From an optimization exercise on the open Yosys and OpenROAD flow, aimed at small area; shortcuts taken in it are not production practice. Function was checked by simulation only, so behaviour that the tests miss may differ from the original. No activity file was given, so power comes from the tool's default toggle rates.

## design/flow/run.sh

```bash
#!/bin/bash
# synth_recipe.tcl (not shown) runs the flow's synth.tcl, then flattens the netlist and writes it again
# the make line also repeats each setting of config.mk as NAME=value (left out here)
make -C /OpenROAD-flow-scripts/flow DESIGN_CONFIG=/design/flow/config.mk WORK_HOME=/design/flow/orfs CLKGATE_MAP_FILE= SYNTH_SCRIPT=/design/flow/synth_recipe.tcl finish
```

## design/flow/config.mk

```make
export PLATFORM = sky130hd
export DESIGN_NAME = dcc_packet_core
export DESIGN_NICKNAME = dcc_packet_core
export VERILOG_FILES = /design/flow/design.v
export SDC_FILE = /design/flow/constraint.sdc
export NUM_CORES = 4
export LEC_CHECK = 0
export CAP_MARGIN = 20
export CORE_MARGIN = 2
export CORE_UTILIZATION = 40
export SLEW_MARGIN = 20
```

## design/flow/constraint.sdc

```tcl
create_clock -name core_clock -period 10.0 [get_ports {clk}]
set_input_delay 2.0000 -clock core_clock [delete_from_list [all_inputs] [get_ports {clk}]]
set_output_delay 2.0000 -clock core_clock [all_outputs]
set_load 0.01 [all_outputs]
```

## design/flow/design.v

```verilog
module dcc_encoder (
    input  wire [39:0] payload,    
    input  wire [2:0]  k,          
    output wire [47:0] bytes,      
    output reg  [55:0] frame,
    output reg  [5:0]  bit_count
);
    reg [7:0] q [0:5];
    reg [7:0] csum;
    reg [5:0] stop_pos;
    integer i;
    always @* begin
        csum = 8'h00;
        for (i = 0; i < 5; i = i + 1) begin
            if (i < k)
                q[i] = payload[39 - 8*i -: 8];
            else
                q[i] = 8'h00;
            csum = csum ^ q[i];
        end
        q[5] = 8'h00;
        for (i = 2; i <= 5; i = i + 1)
            if (i == k)
                q[i] = csum;
        frame = {1'b0, q[0], 1'b0, q[1], 1'b0, q[2],
                 1'b0, q[3], 1'b0, q[4], 1'b0, q[5], 2'b00};
        stop_pos  = 6'd9 * ({3'd0, k} + 6'd1);
        frame[6'd55 - stop_pos] = 1'b1;
        bit_count = stop_pos + 6'd1;
    end
    assign bytes = {q[0], q[1], q[2], q[3], q[4], q[5]};
endmodule
module dcc_cmd_decode #(
    parameter N = 12
) (
    input  wire [207:0] cmd_word,
    input  wire         acc_rev,       
    output reg          do_load,       
    output reg          do_rsp,        
    output reg  [1:0]   rsp_kind,      
    output reg  [3:0]   slot,          
    output reg  [39:0]  payload,       
    output reg  [2:0]   k,             
    output reg  [7:0]   rep,           
    output reg  [6:0]   rsp_speed,
    output reg          rsp_dir
);
    localparam OP_THROTTLE  = 8'h01;
    localparam OP_FUNCTION  = 8'h02;
    localparam OP_ACCESSORY = 8'h03;
    localparam OP_RAW       = 8'h04;
    localparam OP_MAIN_CVB  = 8'h08;
    localparam OP_MAIN_CVBT = 8'h09;
    localparam OP_PRINT_LAST= 8'h0A;
    localparam OP_PRINT_CAP = 8'h0B;
    localparam [1:0] RSP_THROTTLE = 2'd0;
    localparam [1:0] RSP_INVALID  = 2'd1;
    localparam [1:0] RSP_LAST     = 2'd2;
    localparam [1:0] RSP_CAP      = 2'd3;
    wire [7:0] opcode = cmd_word[7:0];
    wire [3:0] argc   = cmd_word[11:8];
    wire [3:0] rsv    = cmd_word[15:12];
    wire signed [31:0] a0 = cmd_word[47:16];
    wire signed [31:0] a1 = cmd_word[79:48];
    wire signed [31:0] a2 = cmd_word[111:80];
    wire signed [31:0] a3 = cmd_word[143:112];
    wire signed [31:0] a4 = cmd_word[175:144];
    wire signed [31:0] a5 = cmd_word[207:176];
    function in_range;
        input signed [31:0] v;
        input signed [31:0] lo;
        input signed [31:0] hi;
        begin
            in_range = (v >= lo) && (v <= hi);
        end
    endfunction
    function [15:0] cab_bytes;
        input [31:0] cab;
        begin
            if (cab <= 32'd127)
                cab_bytes = {cab[7:0], 8'h00};
            else
                cab_bytes = {cab[15:8] | 8'hC0, cab[7:0]};
        end
    endfunction
    function cab_two;
        input [31:0] cab;
        begin
            cab_two = (cab > 32'd127);
        end
    endfunction
    function [39:0] with_cab;
        input [31:0] cab;
        input [23:0] rest;
        reg   [15:0] cb;
        begin
            cb = cab_bytes(cab);
            if (cab_two(cab))
                with_cab = {cb, rest};
            else
                with_cab = {cb[15:8], rest, 8'h00};
        end
    endfunction
    reg [7:0]  b0, b1, b2;
    reg [7:0]  speed_code;
    reg [6:0]  speed_rep;
    reg [9:0]  cv_a;
    reg [2:0]  bitn;
    reg        bitv;
    reg [2:0]  nbytes;
    reg        bytes_ok;
    always @* begin
        do_load   = 1'b0;
        do_rsp    = 1'b0;
        rsp_kind  = RSP_THROTTLE;
        slot      = 4'd0;
        payload   = 40'd0;
        k         = 3'd2;
        rep       = 8'd0;
        rsp_speed = 7'd0;
        rsp_dir   = 1'b0;
        b0 = 8'd0; b1 = 8'd0; b2 = 8'd0;
        speed_code = 8'd0;
        speed_rep  = 7'd0;
        cv_a = 10'd0;
        bitn = 3'd0;
        bitv = 1'b0;
        nbytes = 3'd0;
        bytes_ok = 1'b0;
        if (rsv == 4'd0) begin
            case (opcode)
            OP_THROTTLE: begin
                if (argc == 4'd4 && in_range(a0, 1, N) && in_range(a1, 0, 10239)
                    && in_range(a3, 0, 1)) begin
                    if (a2 < 0) begin
                        speed_code = 8'd1;
                        speed_rep  = 7'd0;
                    end else if (a2 == 0) begin
                        speed_code = 8'd0;
                        speed_rep  = 7'd0;
                    end else if (a2 >= 126) begin
                        speed_code = 8'd127;
                        speed_rep  = 7'd126;
                    end else begin
                        speed_code = a2[7:0] + 8'd1;
                        speed_rep  = a2[6:0];
                    end
                    b0 = 8'h3F;
                    b1 = speed_code | {a3[0], 7'd0};
                    payload   = with_cab(a1, {b0, b1, 8'h00});
                    k         = cab_two(a1) ? 3'd4 : 3'd3;
                    slot      = a0[3:0];
                    rep       = 8'd0;
                    do_load   = 1'b1;
                    do_rsp    = 1'b1;
                    rsp_kind  = RSP_THROTTLE;
                    rsp_speed = speed_rep;
                    rsp_dir   = a3[0];
                end
            end
            OP_FUNCTION: begin
                if (argc == 4'd2 && in_range(a0, 0, 10239) && in_range(a1, 0, 255)) begin
                    b0 = (a1[7:0] | 8'h80) & 8'hBF;
                    payload = with_cab(a0, {b0, 16'h0000});
                    k       = cab_two(a0) ? 3'd3 : 3'd2;
                    rep     = 8'd4;
                    do_load = 1'b1;
                end else if (argc == 4'd3 && in_range(a0, 0, 10239) && in_range(a1, 0, 255)
                             && in_range(a2, 0, 255)) begin
                    b0 = (a1[7:0] | 8'hDE) & 8'hDF;
                    b1 = a2[7:0];
                    payload = with_cab(a0, {b0, b1, 8'h00});
                    k       = cab_two(a0) ? 3'd4 : 3'd3;
                    rep     = 8'd4;
                    do_load = 1'b1;
                end
            end
            OP_ACCESSORY: begin
                if (argc == 4'd3 && in_range(a0, 0, 511) && in_range(a1, 0, 3)
                    && in_range(a2, 0, 1)) begin
                    b0 = {2'b10, a0[5:0]};
                    b1 = {1'b0, a0[8:6], 1'b0, a1[1:0], a2[0] ^ acc_rev} ^ 8'hF8;
                    payload = {b0, b1, 24'd0};
                    k       = 3'd2;
                    rep     = 8'd4;
                    do_load = 1'b1;
                end
            end
            OP_RAW: begin
                if (argc < 4'd3 || argc > 4'd6) begin
                    do_rsp   = 1'b1;
                    rsp_kind = RSP_INVALID;
                end else begin
                    nbytes   = argc[2:0] - 3'd1;
                    bytes_ok = in_range(a1, 0, 255) && in_range(a2, 0, 255)
                               && (nbytes < 3'd3 || in_range(a3, 0, 255))
                               && (nbytes < 3'd4 || in_range(a4, 0, 255))
                               && (nbytes < 3'd5 || in_range(a5, 0, 255));
                    if (!bytes_ok) begin
                        do_rsp   = 1'b1;
                        rsp_kind = RSP_INVALID;
                    end else if (in_range(a0, 0, N)) begin
                        payload = {a1[7:0], a2[7:0],
                                   (nbytes >= 3'd3) ? a3[7:0] : 8'h00,
                                   (nbytes >= 3'd4) ? a4[7:0] : 8'h00,
                                   (nbytes >= 3'd5) ? a5[7:0] : 8'h00};
                        k       = nbytes;
                        slot    = a0[3:0];
                        rep     = 8'd0;
                        do_load = 1'b1;
                    end
                end
            end
            OP_MAIN_CVB: begin
                if (argc == 4'd3 && in_range(a0, 0, 10239) && in_range(a1, 1, 1024)
                    && in_range(a2, 0, 255)) begin
                    cv_a = a1[9:0] - 10'd1;
                    b0 = 8'hEC + {6'd0, cv_a[9:8]};
                    b1 = cv_a[7:0];
                    b2 = a2[7:0];
                    payload = with_cab(a0, {b0, b1, b2});
                    k       = cab_two(a0) ? 3'd5 : 3'd4;
                    rep     = 8'd4;
                    do_load = 1'b1;
                end
            end
            OP_MAIN_CVBT: begin
                if (argc == 4'd4 && in_range(a0, 0, 10239) && in_range(a1, 1, 1024)) begin
                    cv_a = a1[9:0] - 10'd1;
                    if (a2 < 0)       bitn = 3'd0;
                    else if (a2 > 7)  bitn = 3'd7;
                    else              bitn = a2[2:0];
                    if (a3 < 0)       bitv = 1'b0;
                    else if (a3 > 1)  bitv = 1'b1;
                    else              bitv = a3[0];
                    b0 = 8'hE8 + {6'd0, cv_a[9:8]};
                    b1 = cv_a[7:0];
                    b2 = {4'hF, bitv, bitn};
                    payload = with_cab(a0, {b0, b1, b2});
                    k       = cab_two(a0) ? 3'd5 : 3'd4;
                    rep     = 8'd4;
                    do_load = 1'b1;
                end
            end
            OP_PRINT_LAST: begin
                if (argc == 4'd0) begin
                    do_rsp   = 1'b1;
                    rsp_kind = RSP_LAST;
                end
            end
            OP_PRINT_CAP: begin
                if (argc == 4'd0) begin
                    do_rsp   = 1'b1;
                    rsp_kind = RSP_CAP;
                end
            end
            default: ;   
            endcase
        end
    end
endmodule
module dcc_packet_core (
    input  wire         clk,
    input  wire         rst,           
    input  wire         cmd_valid,
    output wire         cmd_ready,
    input  wire [207:0] cmd_word,
    input  wire         cfg_we,
    input  wire         cfg_acc_rev,
    input  wire         pkt_done,      
    output wire [55:0]  tx_frame,      
    output wire [5:0]   tx_len,        
    output wire [3:0]   tx_slot,       
    output reg          rsp_valid,
    output reg  [1:0]   rsp_kind,      
    output reg  [3:0]   rsp_slot,
    output reg  [6:0]   rsp_speed,
    output reg          rsp_dir,
    output reg  [2:0]   rsp_len,
    output reg  [47:0]  rsp_bytes,
    output reg  [7:0]   rsp_rep
);
    localparam N = 12;
    localparam [3:0] CUR_IDLE = 4'd15;
    localparam [55:0] IDLE_FRAME = 56'h7F_80_1F_F0_00_00_00;
    localparam [5:0]  IDLE_LEN   = 6'd28;
    localparam [1:0] RSP_LAST     = 2'd2;
    localparam [1:0] RSP_CAP      = 2'd3;
    localparam S_IDLE = 1'b0;
    localparam S_EXEC = 1'b1;
    integer i;
    reg acc_rev;
    wire        dec_load, dec_rsp;
    wire [1:0]  dec_kind;
    wire [3:0]  dec_slot;
    wire [39:0] dec_payload;
    wire [2:0]  dec_k;
    wire [7:0]  dec_rep;
    wire [6:0]  dec_speed;
    wire        dec_dir;
    dcc_cmd_decode #(.N(N)) u_dec (
        .cmd_word (cmd_word),
        .acc_rev  (acc_rev),
        .do_load  (dec_load),
        .do_rsp   (dec_rsp),
        .rsp_kind (dec_kind),
        .slot     (dec_slot),
        .payload  (dec_payload),
        .k        (dec_k),
        .rep      (dec_rep),
        .rsp_speed(dec_speed),
        .rsp_dir  (dec_dir)
    );
    reg         state;
    reg         c_load, c_rsp;
    reg  [1:0]  c_kind;
    reg  [3:0]  c_slot;
    reg  [39:0] c_payload;
    reg  [2:0]  c_k;
    reg  [7:0]  c_rep;
    reg  [6:0]  c_speed;
    reg         c_dir;
    assign cmd_ready = (state == S_IDLE);
    wire accept = cmd_valid && cmd_ready;
    wire [47:0] enc_bytes;
    wire [55:0] enc_frame;
    wire [5:0]  enc_bits;
    dcc_encoder u_enc (
        .payload  (c_payload),
        .k        (c_k),
        .bytes    (enc_bytes),
        .frame    (enc_frame),
        .bit_count(enc_bits)
    );
    reg [55:0] slot_buf  [0:N];    
    reg [5:0]  slot_bits [0:N];
    reg [3:0]  map       [1:N];    
    reg [3:0]  recycle_reg;        
    reg [3:0]  max_loaded;
    reg        next_valid;
    reg [3:0]  next_slot;
    reg [7:0]  next_repeat;
    reg [3:0]  cur;
    reg [3:0]  rot;
    reg [7:0]  repeat_left;
    reg [55:0] latched_buf;
    reg [5:0]  latched_bits;
    reg        last_valid;
    reg [3:0]  last_slot;
    reg [2:0]  last_len;
    reg [47:0] last_bytes;
    reg [7:0]  last_rep;
    assign tx_frame = latched_buf;
    assign tx_len   = latched_bits;
    assign tx_slot  = cur;
    wire [3:0] prev = (c_slot == 4'd0) ? 4'd0 : map[c_slot];
    reg  [3:0] cand;
    reg        in_place;
    reg  [3:0] new_recycle;
    always @* begin
        in_place    = 1'b0;
        new_recycle = recycle_reg;
        if (recycle_reg != 4'd0) begin
            cand        = recycle_reg;
            new_recycle = prev;
        end else if (max_loaded < N) begin
            cand        = max_loaded + 4'd1;
            new_recycle = prev;
        end else begin
            cand        = prev;
            in_place    = 1'b1;
        end
    end
    reg [3:0] rot_start;
    reg [3:0] rot_pick;
    reg       rot_found;
    always @* begin
        rot_start = ((rot >= 4'd1) && (rot < max_loaded)) ? rot + 4'd1 : 4'd1;
        rot_found = 1'b0;
        rot_pick  = 4'd0;
        for (i = N; i >= 1; i = i - 1)
            if (i >= rot_start && i <= max_loaded && !slot_buf[i][0]) begin
                rot_found = 1'b1;
                rot_pick  = i[3:0];
            end
        if (!rot_found)
            for (i = N; i >= 1; i = i - 1)
                if (i < rot_start && i <= max_loaded && !slot_buf[i][0]) begin
                    rot_found = 1'b1;
                    rot_pick  = i[3:0];
                end
    end
    wire exec_load = (state == S_EXEC) && c_load && !next_valid;
    wire exec_done = (state == S_EXEC) && (!c_load || !next_valid);
    always @(posedge clk) begin
        if (rst) begin
            state       <= S_IDLE;
            acc_rev     <= 1'b0;
            c_load      <= 1'b0;
            c_rsp       <= 1'b0;
            c_kind      <= 2'd0;
            c_slot      <= 4'd0;
            c_payload   <= 40'd0;
            c_k         <= 3'd2;
            c_rep       <= 8'd0;
            c_speed     <= 7'd0;
            c_dir       <= 1'b0;
            for (i = 0; i <= N; i = i + 1) begin
                slot_buf[i]  <= 56'd1;
                slot_bits[i] <= 6'd0;
            end
            for (i = 1; i <= N; i = i + 1)
                map[i] <= 4'd0;
            recycle_reg  <= 4'd0;
            max_loaded   <= 4'd0;
            next_valid   <= 1'b0;
            next_slot    <= 4'd0;
            next_repeat  <= 8'd0;
            cur          <= CUR_IDLE;
            rot          <= 4'd0;
            repeat_left  <= 8'd0;
            latched_buf  <= IDLE_FRAME;
            latched_bits <= IDLE_LEN;
            last_valid   <= 1'b0;
            last_slot    <= 4'd0;
            last_len     <= 3'd0;
            last_bytes   <= 48'd0;
            last_rep     <= 8'd0;
            rsp_valid    <= 1'b0;
            rsp_kind     <= 2'd0;
            rsp_slot     <= 4'd0;
            rsp_speed    <= 7'd0;
            rsp_dir      <= 1'b0;
            rsp_len      <= 3'd0;
            rsp_bytes    <= 48'd0;
            rsp_rep      <= 8'd0;
        end else begin
            rsp_valid <= 1'b0;
            if (cfg_we && state == S_IDLE)
                acc_rev <= cfg_acc_rev;
            if (accept) begin
                state     <= S_EXEC;
                c_load    <= dec_load;
                c_rsp     <= dec_rsp;
                c_kind    <= dec_kind;
                c_slot    <= dec_slot;
                c_payload <= dec_payload;
                c_k       <= dec_k;
                c_rep     <= dec_rep;
                c_speed   <= dec_speed;
                c_dir     <= dec_dir;
            end
            if (exec_load) begin
                if (c_slot == 4'd0) begin
                    slot_buf[0]  <= enc_frame;
                    slot_bits[0] <= enc_bits;
                    next_slot    <= 4'd0;
                end else begin
                    slot_buf[cand]  <= enc_frame;
                    slot_bits[cand] <= enc_bits;
                    map[c_slot]     <= cand;
                    next_slot       <= cand;
                    recycle_reg     <= new_recycle;
                    if (!in_place && prev != 4'd0)
                        slot_buf[prev][0] <= 1'b1;
                    if (cand > max_loaded)
                        max_loaded <= cand;
                end
                next_valid  <= 1'b1;
                next_repeat <= c_rep;
                last_valid  <= 1'b1;
                last_slot   <= c_slot;
                last_len    <= c_k + 3'd1;
                last_bytes  <= enc_bytes;
                last_rep    <= c_rep;
            end
            if (exec_done) begin
                state <= S_IDLE;
                if (c_rsp && !(c_kind == RSP_LAST && !last_valid)) begin
                    rsp_valid <= 1'b1;
                    rsp_kind  <= c_kind;
                    rsp_slot  <= (c_kind == RSP_CAP) ? N[3:0]
                               : (c_kind == RSP_LAST) ? last_slot : c_slot;
                    rsp_speed <= c_speed;
                    rsp_dir   <= c_dir;
                    rsp_len   <= last_len;
                    rsp_bytes <= last_bytes;
                    rsp_rep   <= last_rep;
                end
            end
            if (pkt_done) begin
                if (cur == 4'd0 && repeat_left != 8'd0) begin
                    repeat_left <= repeat_left - 8'd1;
                end else if (next_valid) begin
                    latched_buf  <= slot_buf[next_slot];
                    latched_bits <= slot_bits[next_slot];
                    cur          <= next_slot;
                    if (next_slot == 4'd0) begin
                        repeat_left <= next_repeat;
                    end else begin
                        repeat_left <= 8'd0;
                        rot         <= next_slot;
                    end
                    next_valid <= 1'b0;
                end else if (rot_found) begin
                    latched_buf  <= slot_buf[rot_pick];
                    latched_bits <= slot_bits[rot_pick];
                    cur          <= rot_pick;
                    rot          <= rot_pick;
                end else begin
                    latched_buf  <= IDLE_FRAME;
                    latched_bits <= IDLE_LEN;
                    cur          <= CUR_IDLE;
                end
            end
        end
    end
endmodule
```

==> impl_metrics.json <==
{
  "status": "timing/DRC/antenna clean",
  "synth_commonest_cells": "nor2_1, edfxtp_1, nand2_1, clkbuf_1, mux4_2",
  "crit_path_end_kind": "flip-flop",
  "die_h_um": 411,
  "synth_cells": 6034,
  "ys_warn_count": 4,
  "startpoint": "rot[0]",
  "critPathCapture": "latched_buf[39]",
  "first_global_vias": 51395,
  "ys_types": 94,
  "slew_headroom_pct": 19.9,
  "chipWidth_um": 411,
  "highest_layer": "met4",
  "coreArea_sq_um": 165000,
  "layout_min_cycle_time_ns": 6.36,
  "cts_hold_buf": 0,
  "tightest_slew_ns": 1.20,
  "dieArea_sq_um": 169000,
  "setup_viol": 0,
  "synth_area_sq_um": 66300,
  "grt.overflow.total": 0,
  "postCtsSetupRepairBufs": 0,
  "fin_crit_sh_pct": 63.6,
  "start_util_pct": 40.2,
  "cts_resized": 0,
  "fp-row-count": 149,
  "drc": 0,
  "cp.required_ns": 10.64,
  "r2r_cells": 15,
  "routedLengthMet1_um": 92800,
  "finalHoldViolations": 0,
  "synth_top_area_share_pct": 47.1,
  "antenna_found_initial": 6,
  "place_congestion": 0.938,
  "synth_ff_type": "edfxtp_1",
  "totalPowerFinal_mw": 12.3,
  "port_buffers": 347,
  "worst_setup_path_start_kind": "flip-flop",
  "syn_area_per_cell_sq_um": 11.0,
  "hp-class": "reg2reg",
  "drv_slew": 0,
  "dr_wl_met3_um": 29800,
  "cts_sinks": 1341,
  "power_density_nw_per_um2": 160,
  "critical_path_class": "reg2reg",
  "utilization_pct": 46.6,
  "reg2reg_from": "rot[0]",
  "ir_worst_vdd_v": 0.000176,
  "cts_htree_levels": 4,
  "drtAntennaViolNets": 0,
  "regMostFlops": "slot_buf",
  "wl_met2_um": 113000,
  "reg.largest.list": "slot_buf x896, slot_bits x96, map x64",
  "clkLatencyLatePin_ns": 0.82,
  "cts_buffer_depth": 3,
  "fin_nets": 6392,
  "rsz0062_at_grt": "false",
  "synth-edff-count": 1040,
  "first_iter_violations": 7418,
  "wl_per_cell_um": 29.1,
  "fmax_ghz": 0.157,
  "vias": 52936,
  "clk_pin_slew_ns": 0.06,
  "synth-seq-area-share_pct": 56.2,
  "cts_tree": "done",
  "first_pass_iters": 9,
  "yosysMostFrequentCell": "nor2_1",
  "largest_reg_flops": 896,
  "synth_area_leaders": "edfxtp_1, mux4_2, dfxtp_1, nor2_1, nand2_1",
  "max-cap-violations": 0,
  "synth-seq-cells": 1341,
  "routed_wl_um": 246000,
  "grt_pass1_wl_um": 353000,
  "worst-r2r-setup-slack_ns": 3.64,
  "reg2reg_to": "latched_buf[39]",
  "grtUsageTotal_pct": 28.5,
  "cts_root_buffer": "clkbuf_16",
  "synth_top_area_cell": "edfxtp_1",
  "pin_count": 355,
  "numCtsBuffers": 148,
  "vias_per_cell": 6.26,
  "fin_tns_setup_ns": 0,
  "dp_hpwl_um": 147000,
  "async_flop_share_pct": 0,
  "fin_skew_ns": 0.0434,
  "grt_start_max_net_pins": 143,
  "cp_max_fo": 45,
  "synthToLayoutAreaGrowth_pct": 15.8,
  "crit_arrival_ns": 7.01,
  "drive_gt1_share_pct": 12.4,
  "power_leakage_nw": 24.4
}
==> worst min-delay path by stage <==
stage                         from        endpoint  cells past startpoint
floorplan           slot_buf[0][0]  slot_buf[0][0]                      1
global placement    slot_buf[0][0]  slot_buf[0][0]                      1
detailed placement  slot_buf[0][0]  slot_buf[0][0]                      1
CTS                     c_speed[4]    rsp_speed[4]                      2
global route            c_speed[4]    rsp_speed[4]                      2
finish                  c_speed[4]    rsp_speed[4]                      2
==> final cells by class <==
| class | count | area [sq um] |
|---|---|---|
| clock inverters | 80 | 848 |
| repair buffers | 468 | 4500 |
| multi-input cells | 4073 | 26900 |
| well taps | 2189 | 2740 |
| clock buffers | 192 | 4040 |
| flip-flops and latches | 1341 | 37300 |
| fillers | 15148 | 88100 |
| inverters | 113 | 424 |
| diodes | 4 | 10.0 |
==> metal layers <==
| layer | vias to the layer above | track usage (%) |
|---|---|---|
| met5 | - | 0 |
| met4 | 0 | 12.4 |
| met3 | 641 | 6.56 |
| met2 | 3695 | 44.8 |
| met1 | 26245 | 37.7 |
| li1 | 22355 | - |
==> critical path, stage by stage, from the launching register on <==
cell,delay (ns)
dfxtp_1,0.61
inv_1,0.19
ha_1,0.52
nor2b_1,0.43
nor2_1,0.07
o31ai_1,0.38
and4bb_1,0.38
or3b_4,0.44
nor3_2,0.17
a32o_1,0.20
buf_4,0.46
nor2b_4,0.73
buf_4,0.94
nand3_1,0.32
nand4_1,0.19
o211ai_1,0.10
==> kinds of logic after synthesis <==
family                   synth area share, %
AO/OA/AOI/OAI                           9.39
XOR/XNOR                               0.727
adder cells (fa/ha/maj)                0.623
buffers and inverters                   3.92
flip-flops                              56.2
multiplexers                            12.4
other                                0.00566
AND/OR/NAND/NOR                         16.7
==> cell usage in the layout, fill, tap and decap left out, types with 13 or more instances in the layout <==
cell and n:
nor2b_1 13, clkdlybuf4s50_1 346, o211ai_1 43, a32oi_1 66, nor4_1 58, a22oi_1 97, a32o_1 15, clkbuf_16 152
a211oi_1 38, clkinv_2 26, xnor2_1 39, dfxtp_1 296, nor2_1 1079, nor3_1 49, nand4_1 76, a21oi_1 237
clkbuf_1 31, a221oi_1 26, xor2_1 14, nand2b_1 20, o21ai_0 124, edfxtp_1 1040, o22ai_1 36, nand2_1 961
o22a_1 21, ha_1 33, mux4_2 331, a31oi_1 36, clkinv_1 23, nand3_1 246, o21ai_1 32, a221o_1 20
and2_1 44, buf_4 111, inv_1 109, and3_1 13, nand2_4 17, mux2i_1 74, a222oi_1 15
==> power by group <==
part	switching (mW)	leakage (nW)	internal (mW)
combinational	0.285	9.92	0.192
clock	2.38	2.39	3.19
sequential	0.0906	12.1	6.15
total	2.76	24.4	9.53
==> per-stage QoR <==
step	std cells	hold slack (ns)	area (sq um)	setup WS, ns
3_5_place_dp	8183	0.443	71800	3.36
2_1_floorplan	6044	0.423	66300	3.65
4_1_cts	8455	0.448	76700	3.44
5_1_grt	8460	0.465	76700	3.29
6_report	8460	0.448	76700	3.64
3_3_place_gp	8178	0.436	71700	3.23

[re-timing with driven ports]
The results above use ideal ports. As a check the final layout listed here was re-extracted and re-timed, cells and wires unchanged. Step 1, drivers: a clkbuf_16 drives clk and a buf_2 each remaining input, both assumed. Step 2 adds t to the input delays and takes it off the output delays; t is the mean of the earliest and latest rising clock arrival at the registers after step 1. Input paths then give back, and output paths get back, about the clock's delay inside the block. a / b / c = ideal ports / drivers / drivers and shift; a / b = the first two.
shift t [ns]: 0.873
slack for setup (ns): 3.635 / 3.635 / 3.189
worst hold slack (ns): 0.448 / 0.448 / 0.448
worst setup path at the end: input to register
worst register clock-pin slew, ns: 0.07 / 0.07
After both steps this run still meets setup and hold. For this run, drivers alone change the setup slack by 0.000 ns; drivers and shift together by -0.446 ns.
